Source: an optimization exercise on an open RTL-to-GDS flow (aim: small area, a short achievable clock period and few clock cycles per item). Production flows keep margins and buffers that such runs may drop.
No functional check of the RTL was part of any run shown here.
Power and IR drop assume default switching activity.

### flow/config.mk
export PLATFORM = sky130hd
export DESIGN_NAME = cobs_enc
export DESIGN_NICKNAME = cobs_enc
export VERILOG_FILES = /design/flow/design.v
export SDC_FILE = /design/flow/constraint.sdc
export NUM_CORES = 4
export LEC_CHECK = 0
export CAP_MARGIN = 20
export CORE_MARGIN = 2
export CORE_UTILIZATION = 40
export SETUP_SLACK_MARGIN = 5
export SLEW_MARGIN = 20
### flow/run.sh
#!/bin/bash
# synth_recipe.tcl (not shown) runs the flow's synth.tcl, then flattens the netlist and writes it again
# the make line also repeats each setting of config.mk as NAME=value (left out here)
make -C /OpenROAD-flow-scripts/flow DESIGN_CONFIG=/design/flow/config.mk WORK_HOME=/design/flow/orfs CLKGATE_MAP_FILE= SYNTH_SCRIPT=/design/flow/synth_recipe.tcl finish
### flow/design.v
module csum8_table (
    input  wire [7:0] idx,
    output wire [7:0] val
);
    assign val[0] = idx[2] ^ idx[4] ^ idx[5];
    assign val[1] = idx[0] ^ idx[3] ^ idx[5] ^ idx[6];
    assign val[2] = idx[0] ^ idx[1] ^ idx[4] ^ idx[6] ^ idx[7];
    assign val[3] = idx[0] ^ idx[1] ^ idx[4] ^ idx[7];
    assign val[4] = idx[0] ^ idx[1] ^ idx[4];
    assign val[5] = idx[1] ^ idx[2] ^ idx[5];
    assign val[6] = idx[0] ^ idx[2] ^ idx[3] ^ idx[6];
    assign val[7] = idx[1] ^ idx[3] ^ idx[4] ^ idx[7];
endmodule
module cobs_enc (
    input  wire       clk,
    input  wire       rst,           
    input  wire       in_valid,
    output wire       in_ready,
    input  wire [7:0] in_data,
    input  wire       in_last,       
    input  wire       in_empty,      
    input  wire       in_pre,        
    input  wire       in_cs,         
    output reg        out_valid,
    input  wire       out_ready,
    output reg  [7:0] out_data,
    output reg        out_last       
);
    localparam [7:0] SEED = 8'h55;
    reg  [7:0] mem [0:63];
    reg  [6:0] wp, rp;
    reg  [6:0] used;                                     
    wire       room1 = !used[6];                         
    wire       room2 = !used[6] && used[5:0] != 6'd63;   
    reg        h_v, h_nz, h_last, h_empty, h_pre, h_cs;
    reg  [7:0] h_data;
    reg        s_v, s_nz, s_last, s_empty, s_pre, s_cs;
    reg  [7:0] s_data;
    assign in_ready = !s_v;
    wire accept = in_valid && !s_v;
    reg        in_frame;    
    reg        cs_cyc;      
    reg        fin;         
    reg        open;        
    reg  [6:0] osa;         
    reg  [5:0] n;
    reg  [1:0] k;
    reg  [7:0] crc;
    reg        crc_nz;
    reg        p_v;         
    reg  [5:0] p_a;
    reg  [7:0] p_d;
    reg  [3:0] pf;             
    reg  [2:0] pf_w, pf_r;
    reg  [6:0] ef [0:3];       
    reg  [2:0] ef_w, ef_r;
    wire       pf_full  = (pf_w[2] != pf_r[2]) && (pf_w[1:0] == pf_r[1:0]);
    wire       pf_ne    = (pf_w != pf_r);
    wire       ef_full  = (ef_w[2] != ef_r[2]) && (ef_w[1:0] == ef_r[1:0]);
    wire       ef_ne    = (ef_w != ef_r);
    wire       tv     = cs_cyc || h_v;
    wire [7:0] tb     = cs_cyc ? crc : h_data;
    wire       t_nz   = cs_cyc ? crc_nz : h_nz;
    wire       first  = !cs_cyc && !in_frame;
    wire       t_data = cs_cyc || !h_empty;
    wire       ob     = open && !first;
    wire       t_lit  = t_data && t_nz;
    wire       t_split = t_lit && ob && (k != 2'd0 || n == 6'd63);
    wire       t_new   = t_data && (!ob || t_split);      
    wire       t_zclose = t_data && !t_nz && ob && k == 2'd2;
    wire       t_end  = cs_cyc || (h_last && !h_cs);
    wire       need2  = t_lit && t_new;
    wire       need1  = t_lit || t_new;
    wire       t_room = need2 ? room2 : (need1 ? room1 : 1'b1);
    wire       fin_go = fin && !ef_full;
    wire       fin_r  = fin_go && open;
    wire       split_r = tv && t_split && !fin;
    wire       consume = tv && t_room && (!fin || fin_go) &&
                         !(first && pf_full) &&
                         !(p_v && t_lit && (t_split || fin_r));
    wire       h_take  = consume && !cs_cyc;
    wire       lit_w  = consume && t_lit;
    wire       zc_r   = consume && t_zclose;
    wire       res    = split_r || zc_r || fin_r;
    wire [7:0] res_d  = zc_r ? {2'd3, n} : {k, n};
    wire [6:0] lit_a  = t_new ? wp + 7'd1 : wp;
    wire [5:0] wa     = lit_w ? lit_a[5:0] : (p_v ? p_a : osa[5:0]);
    wire [7:0] wd     = lit_w ? tb : (p_v ? p_d : res_d);
    wire       we     = lit_w || p_v || res;
    wire [6:0] w_inc  = !consume || !t_data ? 7'd0 :
                        (t_new ? (t_nz ? 7'd2 : 7'd1) : (t_nz ? 7'd1 : 7'd0));
    wire       p_read;
    wire       r_inc;
    wire [7:0] in_crc = (first ? SEED : crc) ^ h_data;
    wire [7:0] crc_next;
    csum8_table u_table (.idx(in_crc), .val(crc_next));
    always @(posedge clk) begin
        if (we)
            mem[wa] <= wd;
    end
    always @(posedge clk) begin
        if (rst) begin
            h_v      <= 1'b0;
            s_v      <= 1'b0;
            in_frame <= 1'b0;
            cs_cyc   <= 1'b0;
            fin      <= 1'b0;
            open     <= 1'b0;
            p_v      <= 1'b0;
            wp       <= 7'd0;
            used     <= 7'd0;
            pf_w     <= 3'd0;
            ef_w     <= 3'd0;
        end else begin
            if (!h_v || h_take) begin
                if (s_v) begin
                    h_v <= 1'b1;
                    {h_nz, h_last, h_empty, h_pre, h_cs, h_data} <=
                        {s_nz, s_last, s_empty, s_pre, s_cs, s_data};
                end else begin
                    h_v <= accept;
                    {h_nz, h_last, h_empty, h_pre, h_cs, h_data} <=
                        {in_data != 8'h00, in_last, in_empty, in_pre, in_cs, in_data};
                end
                s_v <= s_v && accept;
                if (accept)
                    {s_nz, s_last, s_empty, s_pre, s_cs, s_data} <=
                        {in_data != 8'h00, in_last, in_empty, in_pre, in_cs, in_data};
            end else if (accept) begin
                s_v <= 1'b1;
                {s_nz, s_last, s_empty, s_pre, s_cs, s_data} <=
                    {in_data != 8'h00, in_last, in_empty, in_pre, in_cs, in_data};
            end
            if (res && (lit_w || p_v))
                p_v <= 1'b1;
            else if (!lit_w || p_read)
                p_v <= 1'b0;
            if (res) begin
                p_a <= osa[5:0];
                p_d <= res_d;
            end
            used <= used + w_inc - {6'd0, r_inc};
            if (fin_go) begin
                fin <= 1'b0;
                open <= 1'b0;
                ef[ef_w[1:0]] <= wp;
                ef_w <= ef_w + 3'd1;
            end
            if (split_r)
                open <= 1'b0;
            if (consume) begin
                if (cs_cyc)
                    cs_cyc <= 1'b0;
                else begin
                    in_frame <= !h_last;
                    crc      <= h_empty ? SEED : crc_next;
                    crc_nz   <= h_empty ? 1'b1 : (crc_next != 8'h00);
                    if (h_last && h_cs)
                        cs_cyc <= 1'b1;
                end
                if (first) begin
                    pf[pf_w[1:0]] <= h_pre;
                    pf_w <= pf_w + 3'd1;
                end
                if (t_end)
                    fin <= 1'b1;
                wp <= wp + w_inc;
                if (t_data) begin
                    if (t_new) begin
                        open <= 1'b1;
                        osa  <= wp;
                        n    <= t_nz ? 6'd1 : 6'd0;
                        k    <= t_nz ? 2'd0 : 2'd1;
                    end else if (t_nz) begin
                        n  <= n + 6'd1;
                    end else if (t_zclose) begin
                        open <= 1'b0;
                    end else begin
                        k <= k + 2'd1;
                    end
                end
            end
        end
    end
    reg        o_body;      
    reg  [5:0] lits;        
    wire [6:0] cp      = open ? osa : wp;      
    wire       advance = !out_valid || out_ready;
    wire       pre_h   = pf[pf_r[1:0]];
    wire [6:0] end_h   = ef[ef_r[1:0]];
    wire       byp     = p_v && p_a == rp[5:0];
    wire [7:0] rd      = byp ? p_d : mem[rp[5:0]];
    wire       st_pre  = !o_body && pf_ne && pre_h;
    wire       body    = o_body || (pf_ne && !pre_h);
    wire       at_end  = ef_ne && rp == end_h;
    wire       e_lit   = body && lits != 6'd0;
    wire       e_term  = body && lits == 6'd0 && at_end;
    wire       e_code  = body && lits == 6'd0 && !at_end && rp != cp;
    wire       e_v     = st_pre || e_lit || e_term || e_code;
    assign p_read = advance && e_code && byp;
    assign r_inc  = advance && (e_lit || e_code);
    always @(posedge clk) begin
        if (rst) begin
            out_valid <= 1'b0;
            o_body    <= 1'b0;
            lits      <= 6'd0;
            rp        <= 7'd0;
            pf_r      <= 3'd0;
            ef_r      <= 3'd0;
        end else if (advance) begin
            out_valid <= e_v;
            out_data  <= (e_lit || e_code) ? rd : 8'h00;
            out_last  <= e_term;
            if (!o_body && pf_ne) begin
                o_body <= 1'b1;
                pf_r   <= pf_r + 3'd1;
            end
            if (e_lit)
                lits <= lits - 6'd1;
            if (e_code)
                lits <= rd[5:0];
            if (r_inc)
                rp <= rp + 7'd1;
            if (e_term) begin
                o_body <= 1'b0;
                ef_r   <= ef_r + 3'd1;
            end
        end
    end
endmodule
### flow/constraint.sdc
create_clock -name core_clock -period 8.0 [get_ports {clk}]
set_input_delay 1.6000 -clock core_clock [delete_from_list [all_inputs] [get_ports {clk}]]
set_output_delay 1.6000 -clock core_clock [all_outputs]
set_load 0.01 [all_outputs]
==> Flow_metrics.wiki, run 1 <==
{| class="wikitable"
! Metric !! Value
|-
| Cell type group with the largest total delay on the critical path || simple AND/OR/NAND/NOR gates
|-
| Accumulated negative setup slack || 0 ns
|-
| Floorplan die width || 271.5 µm
|-
| HP Start || h_v
|-
| Post-route clock period utilization || 44.10%
|-
| Setup slack, reg-to-reg || 4.47 ns
|-
| F_max || 0.2834 GHz
|-
| Max Root-Sink Buffers || 3
|-
| Crit path arrival time || 4.02 ns
|-
| Ant. Diodes || 0
|-
| Synthesis warning total || 1
|-
| Via count normalized by instance count || 5.709
|-
| Post-cts hold buffer count || 0
|-
| Worst clock skew || 0.02205 ns
|-
| Headroom to the max-slew limit || 19.05%
|-
| Slew at the pin with the worst max-slew slack || 1.181 ns
|-
| TritonCTS clock tree || yes
|-
| Prevailing post-synth register cell || sky130_fd_sc_hd__edfxtp_1
|-
| Outcome || timing/DRC/antenna clean
|-
| Maximum number of pins on one net before global-route repair || 65
|-
| Die height || 271.5 µm
|-
| Cells along the critical path || mux4_2 > xor2_2 > nor4_4 > nand4_4 > a21oi_4 > inv_4 > ha_4 > inv_2 > ha_4 > inv_2 > fa_2 > nor2b_2 > o21ai_1 > nand2b_1 > a21o_1 > a21oi_2 > xnor2_1 > nor2_1
|-
| Clock-pin slew reported for the worst setup and hold paths after clock tree synthesis || 0.06 ns
|-
| Unrepaired setup endpoints after global routing || true
|-
| Number of max-slew violations in the final report || 0
|-
| Final critical delay including setup and external delays || 3.528 ns
|-
| Wire length of the first global-routing pass || 113700 µm
|-
| Global-route usage over all layers || 20.86%
|-
| Detailed Route Iter0 Violations || 1763
|-
| Share of cells above drive strength 1 || 37.63%
|-
| Setup violations, final || 0
|-
| Cell count of the worst hold path || 2
|-
| Total number of vias || 17110
|-
| R2R cell count || 18
|-
| Post-synthesis average cell area || 16.91 µm²
|-
| Synthesized cell area || 0.02862 mm²
|-
| Capturing element type of the critical path || flip-flop
|-
| Capturing point of the worst reg2reg path || used[6]
|-
| Area enclosed by the die boundary || 0.07370 mm²
|-
| Gpl congestion || 0.8612
|-
| Number of remaining DRC errors || 0
|-
| Worst path max stage delay || 0.54 ns
|-
| Port buffer count || 26
|-
| Kind of critical path || reg2reg
|-
| Count of standard-cell rows || 98
|-
| Crit path max fanout || 5
|-
| Post-synthesis sequential element count || 673
|-
| First-pass DRT Iterations || 5
|-
| Number of buffers and inverters on the critical path || 3
|-
| Post-synthesis async set-or-reset flop share || 0%
|-
| Lkg Pwr || 12.23 nW
|-
| Clock latency of the later-clocked register in the worst-skew pair || 0.64 ns
|-
| VDD IR max || 0.1747 mV
|-
| Number of enable flip-flop cells after synthesis || 617
|-
| WHS || 0.5114 ns
|-
| Routed Wire Length || 77840 µm
|-
| Remaining antenna violation count || 0
|-
| Share of the yosys chip area belonging to registers || 68.66%
|-
| Data required time at the worst endpoint || 8.49 ns
|-
| Reported max-cap violation count || 0
|-
| CTS Root Cell || sky130_fd_sc_hd__clkbuf_16
|-
| Antenna violations before repair || 0
|-
| Clock tree sinks || 673
|-
| Vias in the first global route || 17060
|-
| Hold Vio Cnt, Final || 0
|-
| Worst hold path class || reg2reg
|-
| Utilization after layout || 52.10%
|-
| Remaining global-route overflow || 0
|-
| Power Density || 280.3 mW/mm²
|-
| Post-DP HPWL || 42850 µm
|-
| Total number of H-tree levels || 3
|-
| Endpoint with the worst hold slack || s_v
|-
| Post-Syn Nets || 1741
|-
| I/O pin count || 27
|-
| Core Box Area || 0.07112 mm²
|-
| Distinct cell type count of the synthesized netlist || 78
|-
| Wire length per cell || 25.98 µm
|-
| Post-synthesis to final-layout area growth || 29.49%
|-
| Initial core utilization || 40.24%
|-
| Nets || 2036
|-
| Critical Path Slowest Stage Cell || sky130_fd_sc_hd__mux4_2
|-
| Synthesized instance count || 1692
|-
| CTS Buf Count || 72
|-
| Startpoint types || flip-flop
|}
==> worst max path at each step <==
stage                          from  endpoint  slack, ns  cells past startpoint
after floorplan           out_ready   used[6]       4.13                     18
after global placement    out_ready   used[6]       2.94                     17
after detailed placement  out_ready   used[6]       2.77                     17
after CTS                 flip-flop   used[6]       4.49                     18
after global routing      flip-flop   used[6]       4.31                     18
final                     flip-flop   used[6]       4.47                     18
==> sequential cells by signal, summed over array words and instances, names as in the netlist, 2 cells and up, named ones only <==
register	count
out_data	8
crc	8
n	6
used	7
ef_r	3
lits	6
rp	7
pf_r	3
k	2
h_data	8
pf	4
ef_w	3
ef	28
pf_w	3
p_a	6
wp	7
p_d	8
mem	512
osa	7
s_data	8
==> cell type report <==
class	instances	area, µm²
Clock buffer	85	1851
Sequential cell	673	19690
Fill cell	5616	34060
Multi-Input combinational cell	884	9993
Inverter	45	178.9
Tap cell	950	1189
Timing Repair Buffer	311	3715
Clock inverter	48	435.4
==> logic make-up after synthesis <==
group                    count (synthesis)  share of synthesized area [%]
AND/OR/NAND/NOR                        358                          6.572
multiplexers                           209                          13.58
AO/OA/AOI/OAI                          201                          5.028
XOR/XNOR                                78                          2.387
buffers and inverters                  140                          2.269
flip-flops                             673                          68.66
adder cells (fa/ha/maj)                 33                          1.495
==> cells in the final DEF, fill, tap and decap left out, drive strengths merged, types with 6 or more instances in the layout <==
master,instances
buf,275
ha,31
a21o,12
and3,13
o211ai,11
o21ai,31
dfxtp,56
dlygate4sd2,12
mux4,142
mux2i,52
or2,6
nand3b,6
or3,9
a21oi,40
a31oi,7
nand4,11
o31ai,7
nand2,55
xor2,28
edfxtp,617
and2,14
mux2,15
nor3,50
xnor2,50
inv,47
nor2,86
clkinv,37
o22ai,8
nand3,27
clkdlybuf4s50,13
nor4,30
nor2b,21
nand2b,14
a22oi,27
clkbuf,96
a211oi,19
==> metal layers <==
metal | wire length [µm] | vias to the layer above | track usage, % | part of all wire, %
met4 | 2716 | 0 | 7.432 | 3.5
met3 | 5467 | 166 | 3.759 | 7.0
met5 | 0 | - | 0 | 0
met2 | 37330 | 643 | 33.18 | 48
li1 | - | 7368 | - | -
met1 | 32330 | 8928 | 28.94 | 42
==> report_power, final <==
| group | internal, mW | leakage (nW) | switching [mW] | total (mW) |
|---|---|---|---|---|
| registers | 4.08 | 6.04 | 0.117 | 4.20 |
| clock network | 1.82 | 1.13 | 1.42 | 3.24 |
| logic | 1.32 | 5.07 | 1.63 | 2.95 |
| total | 7.22 | 12.2 | 3.17 | 10.4 |
==> Yosys cell counts (4+ instances only) <==
cell type,number,area [µm²]
sky130_fd_sc_hd__a31oi_1,6,37.54
sky130_fd_sc_hd__xnor2_1,50,437.9
sky130_fd_sc_hd__nor4_1,27,168.9
sky130_fd_sc_hd__xor2_1,28,245.2
sky130_fd_sc_hd__or2_2,5,31.28
sky130_fd_sc_hd__a32oi_1,5,43.79
sky130_fd_sc_hd__edfxtp_1,617,18530
sky130_fd_sc_hd__nand4b_1,4,35.03
sky130_fd_sc_hd__nand2b_1,14,87.58
sky130_fd_sc_hd__or4_1,4,30.03
sky130_fd_sc_hd__mux2i_1,52,520.5
sky130_fd_sc_hd__nor2_1,85,319.1
sky130_fd_sc_hd__nor3b_1,5,37.54
sky130_fd_sc_hd__buf_1,8,30.03
sky130_fd_sc_hd__o21ai_0,26,130.1
sky130_fd_sc_hd__mux2_2,15,168.9
sky130_fd_sc_hd__clkbuf_1,47,176.4
sky130_fd_sc_hd__nand3_1,26,130.1
sky130_fd_sc_hd__a21o_1,10,75.07
sky130_fd_sc_hd__mux4_2,142,3198
sky130_fd_sc_hd__buf_6,7,78.83
sky130_fd_sc_hd__a21oi_1,39,195.2
sky130_fd_sc_hd__a211oi_1,19,142.6
sky130_fd_sc_hd__buf_2,20,100.1
sky130_fd_sc_hd__or3_1,9,56.30
sky130_fd_sc_hd__ha_1,31,387.9
sky130_fd_sc_hd__inv_1,42,157.7
sky130_fd_sc_hd__buf_4,12,90.09
sky130_fd_sc_hd__and2_1,13,81.33
sky130_fd_sc_hd__o211ai_1,10,75.07
sky130_fd_sc_hd__nand3b_1,6,45.04
sky130_fd_sc_hd__o22ai_1,8,50.05
sky130_fd_sc_hd__dfxtp_1,56,1121
sky130_fd_sc_hd__a22oi_1,27,202.7
sky130_fd_sc_hd__nor3_1,50,250.2
sky130_fd_sc_hd__o31ai_1,7,52.55
sky130_fd_sc_hd__nor2b_1,21,131.4
sky130_fd_sc_hd__and3_1,13,81.33
sky130_fd_sc_hd__nand4_1,10,62.56
sky130_fd_sc_hd__nand2_1,55,206.5
==> stage by stage <==
stage / instance area [µm²] / setup slack (ns) / power [mW] / cells
floorplan: 29620 / 4.132 / 5.938 / 1692
global route: 37050 / 4.307 / 10.78 / 2996
global placement: 30790 / 2.936 / 6.498 / 2604
CTS: 36130 / 4.495 / 10.27 / 2930
finish: 37050 / 4.472 / 10.39 / 2996
detailed placement: 30790 / 2.773 / 6.539 / 2604
==> worst reg2reg max path, cell delays in order (launching register included) <==
cell and delay [ns]:
sky130_fd_sc_hd__dfxtp_4 0.40, sky130_fd_sc_hd__mux4_2 0.54, sky130_fd_sc_hd__xor2_2 0.18, sky130_fd_sc_hd__nor4_4 0.33
sky130_fd_sc_hd__nand4_4 0.15, sky130_fd_sc_hd__a21oi_4 0.23, sky130_fd_sc_hd__inv_4 0.07, sky130_fd_sc_hd__ha_4 0.21
sky130_fd_sc_hd__inv_2 0.06, sky130_fd_sc_hd__ha_4 0.12, sky130_fd_sc_hd__inv_2 0.04, sky130_fd_sc_hd__fa_2 0.36
sky130_fd_sc_hd__nor2b_2 0.13, sky130_fd_sc_hd__o21ai_1 0.07, sky130_fd_sc_hd__nand2b_1 0.10, sky130_fd_sc_hd__a21o_1 0.15
sky130_fd_sc_hd__a21oi_2 0.06, sky130_fd_sc_hd__xnor2_1 0.17, sky130_fd_sc_hd__nor2_1 0.05
==> timing repair <==
item / CTS / global route
endpoints found under the hold margin: 0 / 0
cloned: 12 / 7
gates resized for setup: 216 / 84
buffers inserted: 181 / 59
setup endpoints to repair: 1115 / 993
pin swaps: 96 / 43
==> run 2, diff against run 1 <==
--- a/flow/config.mk
+++ b/flow/config.mk
@@ -8,5 +8,4 @@
 export CAP_MARGIN = 20
 export CORE_MARGIN = 2
 export CORE_UTILIZATION = 40
-export SETUP_SLACK_MARGIN = 5
 export SLEW_MARGIN = 20
==> run 2 against run 1 <==
Net effect: still clean on timing, DRC and antenna; power fell by 7.2%; via count fell by 8.2%; first-iteration DRC count fell by 17%; hold slack got worse by 0.023 ns; non-clock buffer count fell by 220; cell area fell by 12%; synthesized cell count did not move.
==> Flow_metrics.wiki, run 2 <==
{| class="wikitable"
! Metric !! Value
|-
| Outcome || timing/DRC/antenna clean
|-
| TritonCTS clock tree || yes
|-
| Wire length per cell || 24.34 µm (-6.3%)
|-
| Wire length of the first global-routing pass || 101400 µm (-11%)
|-
| Post-synthesis to final-layout area growth || 14.38%
|-
| Prevailing post-synth register cell || sky130_fd_sc_hd__edfxtp_1
|-
| R2R cell count || 18 (unchanged)
|-
| Post-route clock period utilization || 61.55% (+17 points)
|-
| Floorplan die width || 271.5 µm (unchanged)
|-
| Count of cell instances traversed by the critical path || 17 (-1)
|-
| Accumulated negative setup slack || 0 ns (unchanged)
|-
| Top cells by area, synth || sky130_fd_sc_hd__edfxtp_1 65%, sky130_fd_sc_hd__mux4_2 11%, sky130_fd_sc_hd__dfxtp_1 3.9%, sky130_fd_sc_hd__mux2i_1 1.8%, sky130_fd_sc_hd__xnor2_1 1.5%
|-
| Ant. Diodes || 0 (unchanged)
|-
| Cells along the critical path || clkdlybuf4s50_1 > nor2b_1 > a211oi_1 > a21oi_2 > inv_2 > ha_1 > inv_1 > ha_1 > inv_1 > fa_1 > nor2b_1 > o21ai_0 > nand2b_1 > a21o_1 > a21oi_1 > xnor2_1 > nor2_1
|-
| Startpoint types || primary input
|-
| Data required time at the worst endpoint || 8.48 ns (about the same)
|-
| CTS resizes || 0 (-100%)
|-
| Placed Cells || 2638 (+1.3%)
|-
| Via count normalized by instance count || 5.672 (-0.66%)
|-
| Distinct cell type count of the synthesized netlist || 78 (unchanged)
|-
| Post-DP HPWL || 42820 µm (about the same)
|-
| Vias in the first global route || 15670 (-8.1%)
|-
| Post-synthesis sequential element count || 673 (unchanged)
|-
| Area enclosed by the die boundary || 0.07370 mm² (unchanged)
|-
| Synthesis warning total || 1 (unchanged)
|-
| Cell type with the highest aggregate area in the netlist || sky130_fd_sc_hd__edfxtp_1
|-
| Nets || 1812 (-11%)
|-
| Number of enable flip-flop cells after synthesis || 617 (unchanged)
|-
| Detailed Route Iter0 Violations || 1459 (-17%)
|-
| F_max || 0.2031 GHz (-28%)
|-
| Lkg Pwr || 10.26 nW (-16%)
|-
| Slew at the pin with the worst max-slew slack || 1.071 ns (-0.1092 ns)
|-
| Area share of the leading cell type in the synthesized netlist || 64.75% (unchanged)
|-
| Finished layout cell area || 0.03273 mm² (-12%)
|-
| Cell types with the highest counts after synthesis || 617 x sky130_fd_sc_hd__edfxtp_1, 142 x sky130_fd_sc_hd__mux4_2, 85 x sky130_fd_sc_hd__nor2_1
|-
| Largest register FFs || 512 (unchanged)
|-
| Smallest setup slack after layout || 3.076 ns (-1.396 ns)
|-
| Core Box Area || 0.07112 mm² (unchanged)
|-
| Routed Wire Length || 67340 µm (-13%)
|-
| Total chip power || 9.643 mW (-7.2%)
|-
| Remaining antenna violation count || 0 (unchanged)
|-
| Utilization after layout || 46.02% (-6.1 points)
|-
| Hold Vio Cnt, Final || 0 (unchanged)
|-
| Port buffer count || 26 (unchanged)
|-
| VDD IR max || 0.1484 mV (-15%)
|-
| WHS || 0.4884 ns (-0.02306 ns)
|-
| Total number of H-tree levels || 3 (unchanged)
|-
| Cell with the most instances after synthesis || sky130_fd_sc_hd__edfxtp_1
|-
| Count of standard-cell rows || 98 (unchanged)
|-
| Register name with the most flops || mem
|-
| Setup violations, final || 0 (unchanged)
|-
| Synthesized instance count || 1692 (unchanged)
|-
| Worst path max stage delay || 0.60 ns (+0.06 ns)
|-
| Clock-pin slew reported for the worst setup and hold paths after clock tree synthesis || 0.06 ns (about the same)
|-
| Post-Syn Nets || 1741 (unchanged)
|-
| Cell type group with the largest total delay on the critical path || compound AO/OA/AOI/OAI gates
|-
| Clock latency of the later-clocked register in the worst-skew pair || 0.63 ns (about the same)
|-
| Crit path arrival time || 5.41 ns (+1.39 ns)
|-
| Worst hold path class || reg2reg
|-
| Commonest cells after routing, fill and taps aside || 617 x sky130_fd_sc_hd__edfxtp_1, 142 x sky130_fd_sc_hd__mux4_2, 85 x sky130_fd_sc_hd__nor2_1
|-
| Share of cells above drive strength 1 || 21.68% (-16 points)
|-
| Post-synthesis average cell area || 16.91 µm² (unchanged)
|-
| Total number of vias || 15690 (-8.2%)
|-
| Headroom to the max-slew limit || 27.92% (+8.9 points)
|-
| I/O pin count || 27 (unchanged)
|-
| Post CTS Setup Buffer Count || 0 (-100%)
|-
| Number of max-slew violations in the final report || 0 (unchanged)
|-
| Post-cts hold buffer count || 0 (unchanged)
|-
| Number of buffers and inverters on the critical path || 4 (+1)
|-
| Power Density || 294.6 mW/mm² (+5.1%)
|-
| Cell area reported after detailed placement || 0.03036 mm² (-1.4%)
|-
| First-pass DRT Iterations || 5 (unchanged)
|-
| Final Instance Count excl. Fillers || 2767 (-7.6%)
|-
| Most frequent standard cell in the layout excluding fill and tap cells || sky130_fd_sc_hd__edfxtp_1
|-
| Maximum number of pins on one net before global-route repair || 65 (unchanged)
|-
| Unrepaired setup endpoints after global routing || false
|-
| Cell count of the worst hold path || 2 (unchanged)
|-
| Synthesized cell area || 0.02862 mm² (unchanged)
|-
| Final critical delay including setup and external delays || 4.924 ns (+1.396 ns)
|-
| Critical Path Slowest Stage Cell || sky130_fd_sc_hd__a21oi_2
|-
| Initial core utilization || 40.24% (unchanged)
|-
| Worst clock skew || 0.02654 ns (+0.004485 ns)
|-
| Antenna violations before repair || 0 (unchanged)
|-
| Max Root-Sink Buffers || 3 (unchanged)
|-
| Kind of critical path || in2reg
|-
| Die height || 271.5 µm (unchanged)
|-
| Post-synthesis async set-or-reset flop share || 0% (unchanged)
|-
| CTS Root Cell || sky130_fd_sc_hd__clkbuf_16
|-
| Global-route usage over all layers || 18.41% (-2.5 points)
|-
| CTS Buf Count || 73 (+1.4%)
|-
| Placement-stage worst setup slack || 2.459 ns (-0.3142 ns)
|-
| Clock tree sinks || 673 (unchanged)
|-
| Remaining global-route overflow || 0 (unchanged)
|-
| Reported max-cap violation count || 0 (unchanged)
|-
| Share of the yosys chip area belonging to registers || 68.66% (unchanged)
|-
| Gpl congestion || 0.8256 (-4.1%)
|-
| Capturing element type of the critical path || flip-flop
|-
| Number of remaining DRC errors || 0 (unchanged)
|-
| Crit path max fanout || 17 (+12)
|}
## run 2: cell counts after synthesis
No cell type changed its count.
## run 2: worst min-delay path: stages (launching register included)
cell and delay [ns]:
sky130_fd_sc_hd__dfxtp_1 0.31, sky130_fd_sc_hd__o41ai_1 0.06, sky130_fd_sc_hd__o22ai_1 0.07
## run 2: path summary, 6_finish.rpt
| kind | slack, ns | startpoint | end |
|---|---|---|---|
| setup / recovery | 3.08 | out_ready | used[6] |
| setup reg to reg | 3.18 | flip-flop | used[6] |
| hold reg to reg | 0.49 | lits[3] | lits[3] |
| hold / removal | 0.49 | lits[3] | lits[3] |
## run 2: kinds of logic (layout without fill, tap and decap cells)
kind of cell             count (synthesis)  after routing  synth area share, %
flip-flops                             673            673                68.66
adder cells (fa/ha/maj)                 33             33                1.495
AO/OA/AOI/OAI                          201            201                5.028
XOR/XNOR                                78             78                2.387
multiplexers                           209            209                13.58
buffers and inverters                  140            265                2.269
AND/OR/NAND/NOR                        358            358                6.572
## run 2: layout make-up
class	instances	area [µm²]
flip-flops and latches	673	19660
fillers	6077	38390
well taps	950	1189
multi-input cells	879	8633
inverters	45	168.9
clock inverters	35	382.9
repair buffers	91	743.2
clock buffers	94	1957
## run 2: layer usage
layer / part of all wire (%) / track usage [%] / up-vias
li1: - / - / 6903
met1: 43 / 25.60 / 8190
met2: 47 / 28.65 / 491
met3: 6.9 / 4.113 / 110
met5: 0 / 0 / -
met4: 2.9 / 6.420 / 0
## run 2: power by group
| part | internal (mW) | switching [mW] | total, mW |
|---|---|---|---|
| logic | 0.869 | 1.19 | 2.06 |
| registers | 4.08 | 0.189 | 4.27 |
| clock network | 1.94 | 1.37 | 3.31 |
| total | 6.89 | 2.75 | 9.64 |
==> run 3, diff against run 2 <==
--- a/flow/design.v
+++ b/flow/design.v
@@ -30,8 +30,8 @@
     reg  [7:0] mem [0:63];
     reg  [6:0] wp, rp;
     reg  [6:0] used;                                     
-    wire       room1 = !used[6];                         
-    wire       room2 = !used[6] && used[5:0] != 6'd63;   
+    reg        room1;                                    
+    reg        room2;                                    
     reg        h_v, h_nz, h_last, h_empty, h_pre, h_cs;
     reg  [7:0] h_data;
     reg        s_v, s_nz, s_last, s_empty, s_pre, s_cs;
@@ -79,16 +79,18 @@
                          !(first && pf_full) &&
                          !(p_v && t_lit && (t_split || fin_r));
     wire       h_take  = consume && !cs_cyc;
-    wire       lit_w  = consume && t_lit;
     wire       zc_r   = consume && t_zclose;
     wire       res    = split_r || zc_r || fin_r;
     wire [7:0] res_d  = zc_r ? {2'd3, n} : {k, n};
-    wire [6:0] lit_a  = t_new ? wp + 7'd1 : wp;
-    wire [5:0] wa     = lit_w ? lit_a[5:0] : (p_v ? p_a : osa[5:0]);
-    wire [7:0] wd     = lit_w ? tb : (p_v ? p_d : res_d);
-    wire       we     = lit_w || p_v || res;
-    wire [6:0] w_inc  = !consume || !t_data ? 7'd0 :
-                        (t_new ? (t_nz ? 7'd2 : 7'd1) : (t_nz ? 7'd1 : 7'd0));
+    wire [5:0] wp1    = wp[5:0] + 6'd1;
+    wire [5:0] lit_a  = t_new ? wp1 : wp[5:0];
+    wire       lit_p  = tv && t_lit && !(p_v && (t_split || fin_r));
+    wire       lit_ok = need2 ? room2 : room1;
+    wire [5:0] wa     = lit_p ? lit_a : (p_v ? p_a : osa[5:0]);
+    wire [7:0] wd     = lit_p ? tb : (p_v ? p_d : res_d);
+    wire       we     = lit_p ? lit_ok : (p_v || res);
+    wire       w1     = consume && t_data && (t_new != t_nz);
+    wire       w2     = consume && t_data && t_new && t_nz;
     wire       p_read;
     wire       r_inc;
     wire [7:0] in_crc = (first ? SEED : crc) ^ h_data;
@@ -109,6 +111,8 @@
             p_v      <= 1'b0;
             wp       <= 7'd0;
             used     <= 7'd0;
+            room1    <= 1'b1;
+            room2    <= 1'b1;
             pf_w     <= 3'd0;
             ef_w     <= 3'd0;
         end else begin
@@ -131,15 +135,26 @@
                 {s_nz, s_last, s_empty, s_pre, s_cs, s_data} <=
                     {in_data != 8'h00, in_last, in_empty, in_pre, in_cs, in_data};
             end
-            if (res && (lit_w || p_v))
-                p_v <= 1'b1;
-            else if (!lit_w || p_read)
-                p_v <= 1'b0;
+            if (p_read)
+                p_v <= res && (lit_p || p_v);
+            else
+                p_v <= res ? (lit_p || p_v) : (p_v && lit_p);
             if (res) begin
                 p_a <= osa[5:0];
                 p_d <= res_d;
             end
-            used <= used + w_inc - {6'd0, r_inc};
+            case ({w2, w1, r_inc})
+                3'b001:  begin used <= used - 7'd1; room1 <= 1'b1;
+                               room2 <= used <= 7'd63; end
+                3'b010:  begin used <= used + 7'd1; room1 <= used <= 7'd62;
+                               room2 <= used <= 7'd61; end
+                3'b100:  begin used <= used + 7'd2; room1 <= used <= 7'd61;
+                               room2 <= used <= 7'd60; end
+                3'b101:  begin used <= used + 7'd1; room1 <= used <= 7'd62;
+                               room2 <= used <= 7'd61; end
+                default: begin room1 <= used <= 7'd63;
+                               room2 <= used <= 7'd62; end
+            endcase
             if (fin_go) begin
                 fin <= 1'b0;
                 open <= 1'b0;
@@ -164,7 +179,10 @@
                 end
                 if (t_end)
                     fin <= 1'b1;
-                wp <= wp + w_inc;
+                if (w2)
+                    wp <= wp + 7'd2;
+                else if (w1)
+                    wp <= wp + 7'd1;
                 if (t_data) begin
                     if (t_new) begin
                         open <= 1'b1;
--- a/flow/config.mk
+++ b/flow/config.mk
@@ -5,7 +5,9 @@
 export SDC_FILE = /design/flow/constraint.sdc
 export NUM_CORES = 4
 export LEC_CHECK = 0
+export ABC_CLOCK_PERIOD_IN_PS = 3000
 export CAP_MARGIN = 20
 export CORE_MARGIN = 2
 export CORE_UTILIZATION = 40
+export SETUP_SLACK_MARGIN = 5
 export SLEW_MARGIN = 20
==> run 3 against run 2 <==
Net effect: global-route usage increased by 0.99 points; power grew 5.7%; cell area is 12% higher; worst setup slack gained 0.66 ns; final cell count rose by 3.8%; largest power group unchanged.
==> Flow_metrics.wiki, run 3 <==
{| class="wikitable"
! Metric !! Value
|-
| Clock latency of the later-clocked register in the worst-skew pair || 0.64 ns (about the same)
|-
| Number of buffers and inverters on the critical path || 1 (-3)
|-
| Largest register FFs || 512 (unchanged)
|-
| Antenna violations before repair || 1 (+1)
|-
| Total number of H-tree levels || 3 (unchanged)
|-
| Data required time at the worst endpoint || 8.50 ns (+0.02 ns)
|-
| Reported max-cap violation count || 0 (unchanged)
|-
| Distinct cell type count of the synthesized netlist || 64 (-18%)
|-
| Crit path arrival time || 4.77 ns (-0.64 ns)
|-
| Crit path max fanout || 8 (-9)
|-
| Setup slack, reg-to-reg || 3.74 ns (+0.56 ns)
|-
| VDD IR max || 0.1514 mV (+2.0%)
|-
| Worst clock skew || 0.04726 ns (+0.02072 ns)
|-
| F_max || 0.2346 GHz (+16%)
|-
| Core Box Area || 0.07015 mm² (-1.4%)
|-
| HP Start || lits[3]
|-
| Total number of vias || 16080 (+2.5%)
|-
| Synthesized cell area || 0.02840 mm² (-0.74%)
|-
| Final critical delay including setup and external delays || 4.263 ns (-0.6609 ns)
|-
| Global-route usage over all layers || 19.39% (+0.99 points)
|-
| Gpl congestion || 0.8484 (+2.8%)
|-
| Share of cells above drive strength 1 || 37.56% (+16 points)
|-
| Maximum number of pins on one net before global-route repair || 65 (unchanged)
|-
| Power Density || 278.9 mW/mm² (-5.3%)
|-
| Utilization after layout || 52.12% (+6.1 points)
|-
| Unrepaired setup endpoints after global routing || true
|-
| Via count normalized by instance count || 5.597 (-1.3%)
|-
| Clock tree sinks || 675 (+0.30%)
|-
| Vias in the first global route || 16030 (+2.3%)
|-
| TritonCTS clock tree || yes
|-
| Total area of multi-input combinational cells || 0.009540 mm² (+11%)
|-
| Floorplan die width || 270.5 µm (-0.37%)
|-
| Number of max-slew violations in the final report || 0 (unchanged)
|-
| Cell type group with the largest total delay on the critical path || simple AND/OR/NAND/NOR gates
|-
| Nets || 1920 (+6.0%)
|-
| Share of the yosys chip area belonging to registers || 69.32% (+0.66 points)
|-
| Area enclosed by the die boundary || 0.07316 mm² (-0.73%)
|-
| Number of enable flip-flop cells after synthesis || 617 (unchanged)
|-
| Cell types with the highest counts after synthesis || 617 x sky130_fd_sc_hd__edfxtp_1, 169 x sky130_fd_sc_hd__nor2_1, 168 x sky130_fd_sc_hd__mux4_2
|-
| Layout filler cell count || 5486 (-9.7%)
|-
| Setup violations, final || 0 (unchanged)
|-
| Total chip power || 10.20 mW (+5.7%)
|-
| Accumulated negative setup slack || 0 ns (unchanged)
|-
| Ant. Diodes || 0 (unchanged)
|-
| Hold Vio Cnt, Final || 0 (unchanged)
|-
| Lkg Pwr || 11.67 nW (+14%)
|-
| Kind of critical path || reg2reg
|-
| Worst path max stage delay || 0.60 ns (about the same)
|-
| Clock-pin slew reported for the worst setup and hold paths after clock tree synthesis || 0.06 ns (about the same)
|-
| Wire length of the first global-routing pass || 105300 µm (+3.8%)
|-
| Port buffer count || 26 (unchanged)
|-
| Post-cts hold buffer count || 0 (unchanged)
|-
| Synthesized instance count || 1630 (-3.7%)
|-
| Synthesis warning total || 1 (unchanged)
|-
| Met1 Use GR || 26.86% (+1.3 points)
|-
| Slew at the pin with the worst max-slew slack || 1.093 ns (+0.02189 ns)
|-
| Die height || 270.5 µm (-0.37%)
|-
| CTS Buf Count || 74 (+1.4%)
|-
| Register name with the most flops || mem
|-
| Remaining antenna violation count || 0 (unchanged)
|-
| Prevailing post-synth register cell || sky130_fd_sc_hd__edfxtp_1
|-
| Post-synthesis async set-or-reset flop share || 0% (unchanged)
|-
| Area share of the leading cell type in the synthesized netlist || 65.23% (+0.48 points)
|-
| Capturing element type of the critical path || flip-flop
|-
| Count of standard-cell rows || 97 (-1.0%)
|-
| Routed Wire Length || 74230 µm (+10%)
|-
| Post-synthesis to final-layout area growth || 28.72%
|-
| WHS || 0.4821 ns (-0.006217 ns)
|-
| Post-synthesis average cell area || 17.43 µm² (+3.0%)
|-
| Cell type with the highest aggregate area in the netlist || sky130_fd_sc_hd__edfxtp_1
|-
| Detailed Route Iter0 Violations || 1565 (+7.3%)
|-
| Cell with the most instances after synthesis || sky130_fd_sc_hd__edfxtp_1
|-
| Max Root-Sink Buffers || 3 (unchanged)
|-
| Post-synthesis sequential element count || 675 (+0.30%)
|-
| Capturing point of the worst reg2reg path || used[6]
|-
| Outcome || timing/DRC/antenna clean
|-
| Post-route clock period utilization || 53.29% (-8.3 points)
|-
| Headroom to the max-slew limit || 27.12% (-0.80 points)
|-
| Cells along the critical path || mux4_1 > xnor2_1 > nand4_1 > or2_2 > o21a_4 > nand2_4 > mux2_4 > nor2_4 > fa_2 > inv_2 > a21o_1 > a21oi_2 > o21bai_1 > a21o_1 > xnor2_2 > or3_1 > a21oi_2 > a2111oi_2
|-
| Seq. cell area || 0.01971 mm² (+0.27%)
|-
| Commonest cells after routing, fill and taps aside || 617 x sky130_fd_sc_hd__edfxtp_1, 169 x sky130_fd_sc_hd__mux4_2, 94 x sky130_fd_sc_hd__nor2_1
|-
| Wire length per cell || 25.84 µm (+6.2%)
|-
| Initial core utilization || 40.49% (+0.25 points)
|-
| Met2 track utilization from global routing || 31.73% (+3.1 points)
|-
| Critical Path Slowest Stage Cell || sky130_fd_sc_hd__mux4_1
|-
| Met3 routing resource usage after global routing || 3.248% (-0.86 points)
|-
| GRT Max-Usage Layer || met2
|-
| I/O pin count || 27 (unchanged)
|-
| Number of remaining DRC errors || 0 (unchanged)
|-
| Most frequent standard cell in the layout excluding fill and tap cells || sky130_fd_sc_hd__edfxtp_1
|-
| Top cells by area, synth || sky130_fd_sc_hd__edfxtp_1 65%, sky130_fd_sc_hd__mux4_2 13%, sky130_fd_sc_hd__dfxtp_1 4.1%, sky130_fd_sc_hd__nor2_1 2.2%, sky130_fd_sc_hd__mux2i_1 1.5%
|-
| Worst hold path class || reg2reg
|-
| Remaining global-route overflow || 0 (unchanged)
|-
| Endpoint with the worst hold slack || lits[3]
|-
| First-pass DRT Iterations || 5 (unchanged)
|-
| Post-Syn Nets || 1673 (-3.9%)
|-
| Startpoint types || flip-flop
|-
| R2R cell count || 18 (unchanged)
|-
| CTS Root Cell || sky130_fd_sc_hd__clkbuf_16
|-
| Cell count of the worst hold path || 2 (unchanged)
|-
| Post-DP HPWL || 39680 µm (-7.3%)
|}
==> run 3: changes by cell type in the layout (fill, tap and decap cells not counted), sizes merged, moves of 11 or more <==
cell / delta
a22oi: -26
buf: +152
clkbuf: +11
inv: -17
mux4: +30
nor2: +83
nor3: -33
nor4: -25
xor2: +17
==> run 3: routing by layer <==
| layer | wire (µm) | vias to the layer above |
|---|---|---|
| met5 | 76 | - |
| met4 | 1636 | 2 |
| met3 | 5018 | 109 |
| met2 | 36060 | 548 |
| met1 | 31440 | 8459 |
| li1 | - | 6963 |
==> run 3: final cells by class <==
class | instances | area share, %
Clock buffer | 94 | 5.387
Tap cell | 940 | 3.217
Inverter | 31 | 0.3388
Timing Repair Buffer | 255 | 9.948
Multi-Input combinational cell | 840 | 26.09
Clock inverter | 38 | 1.102
Sequential cell | 675 | 53.91
==> run 3: kinds of logic after synthesis <==
logic type	count (synthesis)	synth area share, %
adders and majority gates	27	1.216
xor gates and xnor gates	91	2.806
buffers and inverters	115	1.700
muxes	234	15.96
and+or+nand+nor	348	5.669
DFF	675	69.32
AOI/OAI and AO/OA	140	3.326
==> run 3: power by group <==
| group | switching, mW | total, mW | internal (mW) | leakage [nW] |
|---|---|---|---|---|
| registers | 0.108 | 4.16 | 4.05 | 6.05 |
| logic | 1.39 | 2.70 | 1.32 | 4.47 |
| clock network | 1.44 | 3.33 | 1.90 | 1.15 |
| total | 2.93 | 10.2 | 7.27 | 11.7 |
==> run 3: worst max path at each step <==
stage | cells after the start | endpoint | slack, ns
6_report | 18 | used[6] | 3.74
3_3_place_gp | 20 | used[6] | 2.89
5_1_grt | 18 | used[6] | 3.58
4_1_cts | 18 | used[6] | 3.77
3_5_place_dp | 20 | used[6] | 2.75
2_1_floorplan | 19 | used[6] | 3.92
==> run 3: per-stage QoR <==
step / instance area, µm² / worst slack (ns) / cells
finish: 36560 / 3.737 / 2873
global route: 36560 / 3.581 / 2873
CTS: 35320 / 3.772 / 2808
detailed placement: 30430 / 2.750 / 2533
global placement: 30430 / 2.889 / 2533
floorplan: 29200 / 3.920 / 1630
==> run 3: worst register-to-register path: stages, from the launching register on <==
cell and delay, ns:
sky130_fd_sc_hd__dfxtp_4 0.42, sky130_fd_sc_hd__mux4_1 0.60, sky130_fd_sc_hd__xnor2_1 0.16, sky130_fd_sc_hd__nand4_1 0.18, sky130_fd_sc_hd__or2_2 0.37, sky130_fd_sc_hd__o21a_4 0.24
sky130_fd_sc_hd__nand2_4 0.07, sky130_fd_sc_hd__mux2_4 0.32, sky130_fd_sc_hd__nor2_4 0.20, sky130_fd_sc_hd__fa_2 0.25, sky130_fd_sc_hd__inv_2 0.03, sky130_fd_sc_hd__a21o_1 0.18
sky130_fd_sc_hd__a21oi_2 0.15, sky130_fd_sc_hd__o21bai_1 0.08, sky130_fd_sc_hd__a21o_1 0.18, sky130_fd_sc_hd__xnor2_2 0.15, sky130_fd_sc_hd__or3_1 0.33, sky130_fd_sc_hd__a21oi_2 0.15
sky130_fd_sc_hd__a2111oi_2 0.06
==> run 3: repair_timing <==
item | 4_1_cts | 5_1_grt
buffers inserted | 132 | 48
gates cloned | 11 | 17
resized for setup | 141 | 104
pin swaps | 95 | 73
setup endpoints to repair | 1151 | 1050
==> run 4, diff against run 3 <==
--- a/flow/config.mk
+++ b/flow/config.mk
@@ -5,7 +5,6 @@
 export SDC_FILE = /design/flow/constraint.sdc
 export NUM_CORES = 4
 export LEC_CHECK = 0
-export ABC_CLOCK_PERIOD_IN_PS = 3000
 export CAP_MARGIN = 20
 export CORE_MARGIN = 2
 export CORE_UTILIZATION = 40
==> run 4 against run 3 <==
Net effect: critical endpoint unchanged; critical path type unchanged; sequential share of layout area unchanged; sequential power barely moved; still clean; hold slack stayed put; clock-buffer cell count stayed put; final cell count unchanged.
==> Flow_metrics.wiki, run 4 <==
{| class="wikitable"
! Metric !! Value
|-
| Outcome || timing/DRC/antenna clean
|-
| Clock latency of the later-clocked register in the worst-skew pair || 0.64 ns (about the same)
|-
| Cell with the most instances after synthesis || sky130_fd_sc_hd__edfxtp_1
|-
| Number of enable flip-flop cells after synthesis || 617 (unchanged)
|-
| Startpoint types || flip-flop
|-
| Share of power burned in combinational logic || 26.5% (about the same)
|-
| Cell count of the worst hold path || 2 (unchanged)
|-
| First-pass DRT Iterations || 5 (unchanged)
|-
| I/O pin count || 27 (unchanged)
|-
| Number of buffers and inverters on the critical path || 1 (unchanged)
|-
| Commonest cells after routing, fill and taps aside || 617 x sky130_fd_sc_hd__edfxtp_1, 169 x sky130_fd_sc_hd__mux4_2, 94 x sky130_fd_sc_hd__nor2_1
|-
| Total number of H-tree levels || 3 (unchanged)
|-
| Maximum number of pins on one net before global-route repair || 65 (unchanged)
|-
| Total number of vias || 16080 (unchanged)
|-
| CTS Root Cell || sky130_fd_sc_hd__clkbuf_16
|-
| Synthesized cell area || 0.02840 mm² (unchanged)
|-
| Accumulated negative setup slack || 0 ns (unchanged)
|-
| Count of standard-cell rows || 97 (unchanged)
|-
| Count of cell instances traversed by the critical path || 18 (unchanged)
|-
| Routed Wire Length || 74230 µm (unchanged)
|-
| Post-Syn Nets || 1673 (unchanged)
|-
| VDD IR max || 0.1514 mV (unchanged)
|-
| Gpl congestion || 0.8484 (unchanged)
|-
| Floorplan die width || 270.5 µm (unchanged)
|-
| Total chip power || 10.20 mW (unchanged)
|-
| Setup violations, final || 0 (unchanged)
|-
| Distinct cell type count of the synthesized netlist || 64 (unchanged)
|-
| Global-route usage over all layers || 19.39% (unchanged)
|-
| Area enclosed by the die boundary || 0.07316 mm² (unchanged)
|-
| Cell type group with the largest total delay on the critical path || simple AND/OR/NAND/NOR gates
|-
| Share of cells above drive strength 1 || 37.56% (unchanged)
|-
| Worst hold path class || reg2reg
|-
| Detailed Route Iter0 Violations || 1565 (unchanged)
|-
| Worst path max stage delay || 0.60 ns (about the same)
|-
| Area share of the leading cell type in the synthesized netlist || 65.23% (unchanged)
|-
| Kind of critical path || reg2reg
|-
| Post-synthesis sequential element count || 675 (unchanged)
|-
| Antenna violations before repair || 1 (unchanged)
|-
| Data required time at the worst endpoint || 8.50 ns (about the same)
|-
| Post-synthesis async set-or-reset flop share || 0% (unchanged)
|-
| Port buffer count || 26 (unchanged)
|-
| Initial core utilization || 40.49% (unchanged)
|-
| Reported max-cap violation count || 0 (unchanged)
|-
| Prevailing post-synth register cell || sky130_fd_sc_hd__edfxtp_1
|-
| Remaining global-route overflow || 0 (unchanged)
|-
| Post-synthesis to final-layout area growth || 28.72% (unchanged)
|-
| Remaining antenna violation count || 0 (unchanged)
|-
| Portion of total power attributed to the clock network || 32.7% (about the same)
|-
| Post-synthesis average cell area || 17.43 µm² (unchanged)
|-
| Utilization after layout || 52.12% (unchanged)
|-
| Switching power total || 2.929 mW (unchanged)
|-
| Nets || 1920 (unchanged)
|-
| Cell types with the highest counts after synthesis || 617 x sky130_fd_sc_hd__edfxtp_1, 169 x sky130_fd_sc_hd__nor2_1, 168 x sky130_fd_sc_hd__mux4_2
|-
| Capturing element type of the critical path || flip-flop
|-
| Via count normalized by instance count || 5.597 (unchanged)
|-
| Clock tree sinks || 675 (unchanged)
|-
| Headroom to the max-slew limit || 27.12% (unchanged)
|-
| Register name with the most flops || mem
|-
| Cell type with the highest aggregate area in the netlist || sky130_fd_sc_hd__edfxtp_1
|-
| Post-DP HPWL || 39680 µm (unchanged)
|-
| Core Box Area || 0.07015 mm² (unchanged)
|-
| Top cells by area, synth || sky130_fd_sc_hd__edfxtp_1 65%, sky130_fd_sc_hd__mux4_2 13%, sky130_fd_sc_hd__dfxtp_1 4.1%, sky130_fd_sc_hd__nor2_1 2.2%, sky130_fd_sc_hd__mux2i_1 1.5%
|-
| R2R cell count || 18 (unchanged)
|-
| Cells along the critical path || mux4_1 > xnor2_1 > nand4_1 > or2_2 > o21a_4 > nand2_4 > mux2_4 > nor2_4 > fa_2 > inv_2 > a21o_1 > a21oi_2 > o21bai_1 > a21o_1 > xnor2_2 > or3_1 > a21oi_2 > a2111oi_2
|-
| Worst clock skew || 0.04726 ns (unchanged)
|-
| F_max || 0.2346 GHz (unchanged)
|-
| Die height || 270.5 µm (unchanged)
|-
| Max Root-Sink Buffers || 3 (unchanged)
|-
| Critical Path Slowest Stage Cell || sky130_fd_sc_hd__mux4_1
|-
| Unrepaired setup endpoints after global routing || true
|-
| Slew at the pin with the worst max-slew slack || 1.093 ns (unchanged)
|-
| TritonCTS clock tree || yes
|-
| Lkg Pwr || 11.67 nW (unchanged)
|-
| CTS Buf Count || 74 (unchanged)
|-
| Clock-pin slew reported for the worst setup and hold paths after clock tree synthesis || 0.06 ns (about the same)
|-
| Post-route clock period utilization || 53.29% (unchanged)
|-
| Most frequent standard cell in the layout excluding fill and tap cells || sky130_fd_sc_hd__edfxtp_1
|-
| Number of max-slew violations in the final report || 0 (unchanged)
|-
| Ant. Diodes || 0 (unchanged)
|-
| Synthesized instance count || 1630 (unchanged)
|-
| Number of remaining DRC errors || 0 (unchanged)
|-
| Net Sw Frac || 28.72% (unchanged)
|-
| Hold Vio Cnt, Final || 0 (unchanged)
|-
| Largest register FFs || 512 (unchanged)
|-
| Crit path arrival time || 4.77 ns (about the same)
|-
| Crit path max fanout || 8 (unchanged)
|-
| Wire length of the first global-routing pass || 105300 µm (unchanged)
|-
| Synthesis warning total || 1 (unchanged)
|-
| Power Density || 278.9 mW/mm² (unchanged)
|-
| Wire length per cell || 25.84 µm (unchanged)
|-
| Share of the yosys chip area belonging to registers || 69.32% (unchanged)
|-
| Vias in the first global route || 16030 (unchanged)
|-
| Share of power burned in registers || 40.8% (about the same)
|-
| Internal power || 7.267 mW (unchanged)
|-
| Final critical delay including setup and external delays || 4.263 ns (unchanged)
|}
## run 4: worst paths after layout
kind | endpoint | slack [ns] | from
max reg2reg | used[6] | 3.74 | flip-flop
max | used[6] | 3.74 | flip-flop
min reg2reg | lits[3] | 0.48 | lits[3]
min | lits[3] | 0.48 | lits[3]
## run 4: area by class of cell
cell class              instances  area, µm²
clock buffers                  94       1969
clock inverters                38      402.9
fillers                      5486      33590
inverters                      31      123.9
multi-input cells             840       9540
flip-flops and latches        675      19710
well taps                     940       1176
repair buffers                255       3637
## run 4: worst min-delay path, stage by stage, from the launching register on
cell                      delay (ns)
sky130_fd_sc_hd__dfxtp_1        0.32
sky130_fd_sc_hd__o41ai_1        0.06
sky130_fd_sc_hd__a21oi_1        0.06
## run 4: power groups by stage
stage	combinational [mW]	clock, mW	sequential [mW]
finish	2.70	3.33	4.16
detailed placement	1.92	0	4.23
global route	2.86	3.54	4.17
floorplan	1.42	0	4.19
CTS	2.38	3.39	4.16
global placement	1.89	0	4.23
## run 4: through the flow
stage,instances,worst slack (ns),cell area (µm²),hold slack [ns]
floorplan,1630,3.920,29200,0.4414
global placement,2533,2.889,30430,0.4655
detailed placement,2533,2.750,30430,0.4626
CTS,2808,3.772,35320,0.4743
global route,2873,3.581,36560,0.5228
finish,2873,3.737,36560,0.4821
## run 4: layer usage
layer | vias to the layer above | GRT usage, % | routed length (µm)
met5 | - | 0 | 76
met4 | 2 | 5.525 | 1636
met3 | 109 | 3.248 | 5018
met2 | 548 | 31.73 | 36060
met1 | 8459 | 26.86 | 31440
li1 | 6963 | - | -
## run 4: cells by family (layout without fill, tap and decap cells)
family                     count (synthesis)  after routing  share of synthesized area, %
DFF                                      675            675                         69.32
and+or+nand+nor                          348            348                         5.669
muxes                                    234            234                         15.96
AOI/OAI and AO/OA                        140            140                         3.326
buffers and inverters                    115            418                         1.700
xor gates and xnor gates                  91             91                         2.806
adders and majority gates                 27             27                         1.216
## run 4: timing repair
item | 4_1_cts | 5_1_grt
cloned | 11 | 17
endpoints found under the setup margin | 1151 | 1050
pin swaps | 95 | 73
hold buffers | 0 | 0
buffers inserted | 132 | 48
resized for setup | 141 | 104

[static timing again, ports no longer ideal]
No port has a modelled driver above. Below, the same layouts with a new extraction and two added sets of constraints. Step 1, drivers: a clkbuf_16 drives clk and a buf_2 each remaining input, both assumed. Step 2 times the ports against the registers' clock, not the clock port: input delays grow and output delays shrink by t, the midpoint of the rising clock arrivals with the driver on. Three values: ideal, step 1, step 2; two values: the first two.
run	shift t [ns]	setup slack, ns	worst setup path at the end
run 1	0.683	4.472 / 4.472 / 3.903	input to register
run 2	0.678	3.076 / 3.112 / 2.433	input to register
run 3	0.679	3.737 / 3.737 / 3.276	input to register
run 4	0.679	3.737 / 3.737 / 3.276	input to register
After both steps setup and hold are still met in every run listed. The setup slack of run 2, which loses most, moves by +0.036 ns with the drivers and by -0.643 ns with both steps.
